Source: an optimization exercise on an open RTL-to-GDS flow (aim: small area and few clock cycles). Production flows keep margins and buffers that such runs may drop. Only simulation tests tie the RTL to the original design; equivalence was not proved. Power and IR drop assume default switching activity.

## design.v

```verilog
module mtfd (
    input  wire        clk,
    input  wire        rst,
    input  wire        abort,
    input  wire        arm,
    input  wire        rx_fault,
    input  wire        rx_valid,
    input  wire        tick,
    input  wire [7:0]  rx_data,
    input  wire [31:0] timeout_load,
    input  wire [7:0]  pay_addr,
    output wire        ready,
    output wire [2:0]  st,
    output wire        busy,
    output wire        done,
    output wire        frame_valid,
    output wire [3:0]  flags,
    output wire [7:0]  r_len,
    output wire [15:0] r_cmd,
    output wire [7:0]  r_fcs,
    output wire [1:0]  r_class,
    output wire [7:0]  pay_data,
    output wire [31:0] budget,
    output wire        v_valid,
    output wire        v_malformed,
    output wire [7:0]  v_transport_rev,
    output wire [7:0]  v_product_id,
    output wire [7:0]  v_major,
    output wire [7:0]  v_minor,
    output wire [7:0]  v_patch,
    output wire [15:0] v_build_rev,
    output wire [1:0]  v_chip,
    output wire [1:0]  v_compat
);
    localparam [7:0] START_BYTE = 8'hFE;
    localparam [7:0] LEN_MAX_RX = 8'd250;
    localparam integer DEPTH = 254;   
    localparam [2:0] S_IDLE = 3'd0, S_AWAIT = 3'd1, S_SUCCESS = 3'd2,
                     S_TIMEOUT = 3'd3, S_PERR = 3'd4;
    localparam integer F_SKIP = 0, F_CSERR = 1, F_LENERR = 2, F_TRAIL = 3;
    reg [2:0]          st_q;
    reg [8:0]          blen_q;     
    reg [8:0]          rp_q;       
    reg [7:0]          acc_q;      
    reg [3:0]          flags_q;
    reg [31:0]         budget_q;
    reg                tick_pend_q;  
    reg [7:0]          fcs_q;
    reg [8*DEPTH-1:0]  buf_q;
    wire replaying = (st_q == S_AWAIT) && (rp_q != blen_q);
    assign ready = !replaying && !tick_pend_q;
    wire accept = ready && !rst;
    reg [2:0]  st_n;
    reg [8:0]  blen_n;
    reg [8:0]  rp_n;
    reg [7:0]  acc_n;
    reg [3:0]  flags_n;
    reg [31:0] budget_n;
    reg        tick_pend_n;
    reg [7:0]  fcs_n;
    reg        do_write;    
    reg        do_shift;    
    reg [8:0]  wr_idx;
    reg        proc;        
    reg        incoming;    
    reg [7:0]  b;
    reg [7:0]  cand_len;
    wire [7:0] replay_byte = buf_q[rp_q*8 +: 8];
    always @(*) begin
        st_n        = st_q;
        blen_n      = blen_q;
        rp_n        = rp_q;
        acc_n       = acc_q;
        flags_n     = flags_q;
        budget_n    = budget_q;
        tick_pend_n = tick_pend_q;
        fcs_n       = fcs_q;
        do_write    = 1'b0;
        do_shift    = 1'b0;
        wr_idx      = blen_q;
        proc        = 1'b0;
        incoming    = 1'b0;
        b           = rx_data;
        cand_len    = buf_q[15:8];
        if (rst) begin
            st_n        = S_IDLE;
            blen_n      = 9'd0;
            rp_n        = 9'd0;
            acc_n       = 8'd0;
            flags_n     = 4'd0;
            budget_n    = 32'd0;
            tick_pend_n = 1'b0;
        end else if (replaying) begin
            proc = 1'b1;
            b    = replay_byte;
        end else if (tick_pend_q) begin
            tick_pend_n = 1'b0;
            if (st_q == S_AWAIT) begin
                if (budget_q <= 32'd1) begin
                    budget_n = 32'd0;
                    st_n     = S_TIMEOUT;
                    blen_n   = 9'd0;
                    rp_n     = 9'd0;
                    acc_n    = 8'd0;
                end else begin
                    budget_n = budget_q - 32'd1;
                end
            end
        end else begin
            if (abort) begin
                st_n     = S_IDLE;
                blen_n   = 9'd0;
                rp_n     = 9'd0;
                acc_n    = 8'd0;
                flags_n  = 4'd0;
                budget_n = 32'd0;
            end
            if (arm) begin
                st_n     = S_AWAIT;
                blen_n   = 9'd0;
                rp_n     = 9'd0;
                acc_n    = 8'd0;
                flags_n  = 4'd0;
                budget_n = timeout_load;
            end
            if (rx_fault && st_n == S_AWAIT) begin
                st_n   = S_PERR;
                blen_n = 9'd0;
                rp_n   = 9'd0;
                acc_n  = 8'd0;
            end
            if (rx_valid) begin
                if (st_n == S_AWAIT) begin
                    proc     = 1'b1;
                    incoming = 1'b1;
                end else if (st_n == S_SUCCESS) begin
                    flags_n[F_TRAIL] = 1'b1;
                end
            end
        end
        if (proc) begin
            if (rp_n == 9'd0) begin
                if (b == START_BYTE) begin
                    if (incoming) begin
                        do_write = 1'b1;
                        wr_idx   = 9'd0;
                        blen_n   = 9'd1;
                    end
                    rp_n  = 9'd1;
                    acc_n = 8'd0;
                end else begin
                    flags_n[F_SKIP] = 1'b1;
                    if (!incoming) begin
                        do_shift = 1'b1;
                        blen_n   = blen_n - 9'd1;
                    end
                end
            end else if (rp_n == 9'd1 && b > LEN_MAX_RX) begin
                flags_n[F_LENERR] = 1'b1;
                flags_n[F_SKIP]   = 1'b1;
                do_shift = 1'b1;
                if (incoming) begin
                    do_write = 1'b1;
                    wr_idx   = blen_n - 9'd1;
                end else begin
                    blen_n = blen_n - 9'd1;
                end
                rp_n  = 9'd0;
                acc_n = 8'd0;
            end else begin
                cand_len = (rp_n == 9'd1) ? b : buf_q[15:8];
                if (rp_n == {1'b0, cand_len} + 9'd4) begin
                    if (b == acc_n) begin
                        fcs_n = b;
                        st_n  = S_SUCCESS;
                        if (!incoming && (rp_n + 9'd1 < blen_n))
                            flags_n[F_TRAIL] = 1'b1;
                        blen_n = 9'd0;
                        rp_n   = 9'd0;
                        acc_n  = 8'd0;
                    end else begin
                        flags_n[F_CSERR] = 1'b1;
                        flags_n[F_SKIP]  = 1'b1;
                        do_shift = 1'b1;
                        if (incoming) begin
                            do_write = 1'b1;
                            wr_idx   = blen_n - 9'd1;
                        end else begin
                            blen_n = blen_n - 9'd1;
                        end
                        rp_n  = 9'd0;
                        acc_n = 8'd0;
                    end
                end else begin
                    if (incoming) begin
                        do_write = 1'b1;
                        wr_idx   = blen_n;
                        blen_n   = blen_n + 9'd1;
                    end
                    rp_n  = rp_n + 9'd1;
                    acc_n = acc_n ^ b;
                end
            end
        end
        if (!rst && accept && tick) begin
            if (st_n == S_AWAIT) begin
                if (rp_n != blen_n) begin
                    tick_pend_n = 1'b1;
                end else if (budget_n <= 32'd1) begin
                    budget_n = 32'd0;
                    st_n     = S_TIMEOUT;
                    blen_n   = 9'd0;
                    rp_n     = 9'd0;
                    acc_n    = 8'd0;
                end else begin
                    budget_n = budget_n - 32'd1;
                end
            end
        end
        if (st_n != S_AWAIT)
            tick_pend_n = 1'b0;
    end
    always @(posedge clk) begin
        st_q        <= st_n;
        blen_q      <= blen_n;
        rp_q        <= rp_n;
        acc_q       <= acc_n;
        flags_q     <= flags_n;
        budget_q    <= budget_n;
        tick_pend_q <= tick_pend_n;
        fcs_q       <= fcs_n;
    end
    genvar gi;
    generate
        for (gi = 0; gi < DEPTH; gi = gi + 1) begin : g_buf
            wire [7:0] above;
            if (gi == DEPTH - 1) begin : g_top
                assign above = buf_q[gi*8 +: 8];
            end else begin : g_mid
                assign above = buf_q[(gi+1)*8 +: 8];
            end
            always @(posedge clk) begin
                if (do_write && wr_idx == gi)
                    buf_q[gi*8 +: 8] <= b;
                else if (do_shift)
                    buf_q[gi*8 +: 8] <= above;
            end
        end
    endgenerate
    assign st          = st_q;
    assign busy        = (st_q == S_AWAIT);
    assign done        = (st_q == S_SUCCESS) || (st_q == S_TIMEOUT) ||
                         (st_q == S_PERR);
    assign frame_valid = (st_q == S_SUCCESS);
    assign flags       = flags_q;
    assign budget      = budget_q;
    assign r_len = buf_q[15:8];
    assign r_cmd = {buf_q[23:16], buf_q[31:24]};
    assign r_fcs = fcs_q;
    assign r_class = (r_cmd == 16'h6102) ? 2'd3 :
                     (r_cmd == 16'h2102) ? 2'd2 :
                     (r_cmd == 16'h4100) ? 2'd1 : 2'd0;
    wire [8:0] pay_idx = {1'b0, pay_addr} + 9'd4;
    assign pay_data = (pay_idx < 9'd254) ? buf_q[pay_idx*8 +: 8] : 8'h00;
    wire is_vresp = frame_valid && (r_class == 2'd3);
    assign v_valid         = is_vresp && (r_len >= 8'd9);
    assign v_malformed     = is_vresp && (r_len <  8'd9);
    assign v_transport_rev = buf_q[39:32];
    assign v_product_id    = buf_q[47:40];
    assign v_major         = buf_q[55:48];
    assign v_minor         = buf_q[63:56];
    assign v_patch         = buf_q[71:64];
    assign v_build_rev     = {buf_q[87:80], buf_q[79:72]};
    assign v_chip = (v_product_id == 8'h00) ? 2'd2 :    
                    (v_product_id == 8'h01) ? 2'd3 :    
                    (v_product_id == 8'h02) ? 2'd1 :    
                                              2'd0;     
    assign v_compat = (v_product_id == 8'h00) ? 2'd2 :
                      (v_product_id == 8'h01 || v_product_id == 8'h02) ?
                          ((v_major >= 8'd2) ? 2'd1 : 2'd2) :
                          2'd0;
endmodule
```

## run.sh

```bash
#!/bin/bash
# synth_recipe.tcl (not shown) runs the flow's synth.tcl, then flattens the netlist and writes it again
# the make line also repeats each setting of config.mk as NAME=value (left out here)
make -C /OpenROAD-flow-scripts/flow DESIGN_CONFIG=/design/flow/config.mk WORK_HOME=/design/flow/orfs CLKGATE_MAP_FILE= SYNTH_SCRIPT=/design/flow/synth_recipe.tcl finish
```

## config.mk

```make
export PLATFORM = sky130hd
export DESIGN_NAME = mtfd
export DESIGN_NICKNAME = mtfd
export VERILOG_FILES = /design/flow/design.v
export SDC_FILE = /design/flow/constraint.sdc
export NUM_CORES = 4
export LEC_CHECK = 0
export CAP_MARGIN = 20
export CORE_MARGIN = 2
export CORE_UTILIZATION = 40
export PLACE_DENSITY = 0.6
export SLEW_MARGIN = 20
```

## constraint.sdc

```tcl
create_clock -name core_clock -period 12.0 [get_ports {clk}]
set_input_delay 2.4000 -clock core_clock [delete_from_list [all_inputs] [get_ports {clk}]]
set_output_delay 2.4000 -clock core_clock [all_outputs]
set_load 0.01 [all_outputs]
```

==> results.sh <==
export IMPL_outcome="finished clean"
export IMPL_die_w_um=574
export IMPL_ys_types=102
export IMPL_cts_resized=0
export IMPL_final_common_cell="edfxtp_1"
export IMPL_cts_sinks=2106
export IMPL_rsz0062_at_grt="false"
export IMPL_clkTransAtPathRegs_ns=0.07
export IMPL_final_setup_tns_ns=0
export IMPL_ant_nets=0
export IMPL_yosysSeqAreaShare_pct=48.1
export IMPL_hold_violations=0
export IMPL_antenna_found_initial=33
export IMPL_dieArea_um2=330000
export IMPL_grt_pass1_wl_um=707000
export IMPL_worst_ep_required_time_ns=12.56
export IMPL_cts_hold_buf=0
export IMPL_fill_cells=28600
export IMPL_drive_above_1_share_pct=45.8
export IMPL_avgSynthCellArea_um2=15.3
export IMPL_holdPathEnd="acc_q[3]"
export IMPL_synth_compound_area_share_pct=4.19
export IMPL_finalWorstPathRequiredPeriod_ns=11.08
export IMPL_synth_edf_count=2040
export IMPL_port_buffers=201
export IMPL_drt_iter0_markers=12800
export IMPL_relSlewSlack_pct=14.5
export IMPL_leakage_uw=0.0459
export IMPL_wl_per_cell_um=39.3
export IMPL_areaGrowthSynthToFinish_pct=10.6
export IMPL_hp_class="register to register"
export IMPL_hold_path_depth=2
export IMPL_synth_seq_cells=2106
export IMPL_insertion_delay_ns=0.97
export IMPL_first_pass_iters=8
export IMPL_ys_warnings_count=1
export IMPL_clk_path_buf_depth=4
export IMPL_report_power_total_uw=22200
export IMPL_crit_path_end_kind="register"
export IMPL_grtUsageTotal_pct=30.1
export IMPL_fmax_mhz=90.2
export IMPL_async_reset_ff_share_pct=0
export IMPL_synth_area_mux_share_pct=38.3
export IMPL_start_util_pct=40.2
export IMPL_syn_inst=8520
export IMPL_cts_setup_buffers=0
export IMPL_cts_max_level=4
export IMPL_viasPerCell=6.85
export IMPL_io_pins=202
export IMPL_num_vias=88500
export IMPL_rrSetupSlack_ns=0.92
export IMPL_tritoncts="built"
export IMPL_die_height_um=574
export IMPL_final_cell_mix="edfxtp_1, mux2_2, mux4_2"
export IMPL_worstMarginPinSlew_ns=1.28
export IMPL_gp_congestion=0.981
export IMPL_cts_buffers=235
export IMPL_drt_wl_total_um=508000
export IMPL_cts_root_buffer="clkbuf_16"
export IMPL_ys_flop_type="edfxtp_1"
export IMPL_maxSlewViolCount=0
export IMPL_grt_max_degree=174
export IMPL_crit_type="register to register"
export IMPL_cp_arrival_ns=11.64
export IMPL_drv_cap=0
export IMPL_synth_xor_area_share_pct=0.260
export IMPL_fin_nets=8473
export IMPL_clock_skew_ns=0.106
export IMPL_worstSetupStartpointType="register"
export IMPL_reg2reg_depth=20
export IMPL_grt_ovfl_total=0
export IMPL_yosys_area_share_simple_pct=5.70
export IMPL_drc=0
export IMPL_worstHoldStart="acc_q[3]"
export IMPL_dp_hpwl_um=351000
export IMPL_first_global_vias=85800
export IMPL_core_um2=324000
export IMPL_row_count=209
export IMPL_netlist_area_um2=130000
export IMPL_synthAdderAreaFrac_pct=0.200
export IMPL_power_density_nw_per_um2=155
export IMPL_synth_top_family_by_area="multiplexers"
export IMPL_r2r_end="buf_q[1448]"
export IMPL_min_period_over_period_pct=92.3
export IMPL_setup_viol=0
export IMPL_rr_startpoint="rp_q[0]"
export IMPL_synth_net_count=8595
export IMPL_ir_worst_vdd_mv=0.118
export IMPL_crit_path_max_fanout=65
worst max path at each step:
stage,start,endpoint
floorplan,arm,buf_q[1096]
global placement,arm,buf_q[236]
detailed placement,arm,buf_q[237]
CTS,rp_q[0],buf_q[1448]
global route,rp_q[0],buf_q[1448]
finish,rp_q[0],buf_q[1448]
per-stage QoR:
stage / setup WS, ns / cells / hold WS (ns) / area [µm²] / util, %
6_report: 0.918 / 12900 / 0.506 / 144000 / 44.4
2_1_floorplan: 3.18 / 8520 / 0.444 / 130000 / -
3_5_place_dp: 0.740 / 12500 / 0.476 / 136000 / 42.0
5_1_grt: 0.834 / 12900 / 0.528 / 144000 / 44.4
3_3_place_gp: 0.791 / 12500 / 0.453 / 136000 / 42.0
4_1_cts: 1.31 / 12900 / 0.500 / 144000 / 44.4
final cells by class:
cell class	count	area (µm²)	area share [%]
Multi-Input combinational cell	5557	63500	44.1
Sequential cell	2106	62600	43.5
Clock buffer	288	6140	4.27
Tap cell	4325	5410	3.76
Timing Repair Buffer	457	4480	3.11
Clock inverter	130	1540	1.07
Inverter	41	161	0.112
Antenna cell	18	45.0	0.0313
kinds of logic (layout without fill, tap and decap cells):
group | after synthesis | count (layout)
flops | 2106 | 2106
compound gates | 792 | 792
other cells | 0 | 18
simple gates | 1313 | 1313
mux | 3394 | 3394
buf+inv | 857 | 916
fa+ha+maj | 21 | 21
xor+xnor | 37 | 37
sequential cells by signal, summed over array words and instances (netlist names):
signal and cells:
buf_q 2032, budget_q 32, blen_q 9, rp_q 9, acc_q 8, fcs_q 8
flags_q 4, st_q 3, tick_pend_q 1
worst max-delay path, cell delays in order, from the launching register on:
cell      delay (ns)
dfxtp_4         0.96
buf_4           0.30
buf_4           0.55
mux2i_1         0.18
a22oi_1         0.42
a31oi_1         0.14
o21ai_0         0.21
o21ai_1         0.52
o211ai_1        0.46
and2_4          0.78
buf_4           0.92
nand4_1         0.45
nor3b_2         0.81
a21oi_2         0.11
a211oi_2        0.34
nor2_1          0.09
o22ai_1         0.39
nand2b_2        0.42
nor2_4          1.06
nand2_1         0.67
nand2_1         0.59
metal layers:
layer	track usage [%]	part of all wire, %	routed length [µm]
met2	45.6	45	227000
met5	0	0.023	115
met3	7.26	11	58200
met1	40.5	38	194000
met4	14.7	5.7	29000
report_power, final:
group	leakage, µW	switching (µW)	internal [µW]
Clock	0.00374	3190	4360
Sequential	0.0193	769	9280
Combinational	0.0229	2900	1730
synthesized netlist by cell type (all sizes together) (33+ instances only):
cell type / n / area [µm²]
inv: 38 / 143
and2: 48 / 300
o21ai: 159 / 803
nand2: 511 / 2090
buf: 339 / 2310
a22oi: 159 / 1190
nor2b: 50 / 313
nand4: 34 / 213
a31oi: 33 / 206
a22o: 33 / 289
mux2i: 280 / 2800
clkbuf: 477 / 1790
a21oi: 121 / 621
mux2: 2057 / 23200
nor3: 116 / 1300
mux4: 1057 / 23800
nand3: 89 / 450
nor2: 210 / 901
o22ai: 48 / 300
dfxtp: 66 / 1320
edfxtp: 2040 / 61300
nand2b: 110 / 688
nor4: 36 / 382
Testbench counts, summed over its fixed seeds: cycles 29,144.

[port drivers added, routing unchanged]
The flow's constraints put no driver on any port. The routed layout listed below was extracted and timed again, unchanged, in two steps.
Step 1 assumes that a clkbuf_16 drives the clock port and a buf_2 every other input.
Step 2, shift: input delay + t, output delay - t, t = (earliest + latest rising clock arrival at the registers) / 2. This alone moves slack from input paths to output paths.
Slacks: no drivers / after step 1 / after step 2; pairs: no drivers / after step 1.
t (ns): 1.030
setup slack, ns: 0.918 / 0.918 / 0.434
worst setup path at the end: input to register
clock arrival spread, ns: 0.106 / 0.106
pins driven straight from the clock port: 1
After both steps this run still meets setup and hold. The setup slack of this run moves by 0.000 ns with the drivers and by -0.484 ns with both steps.
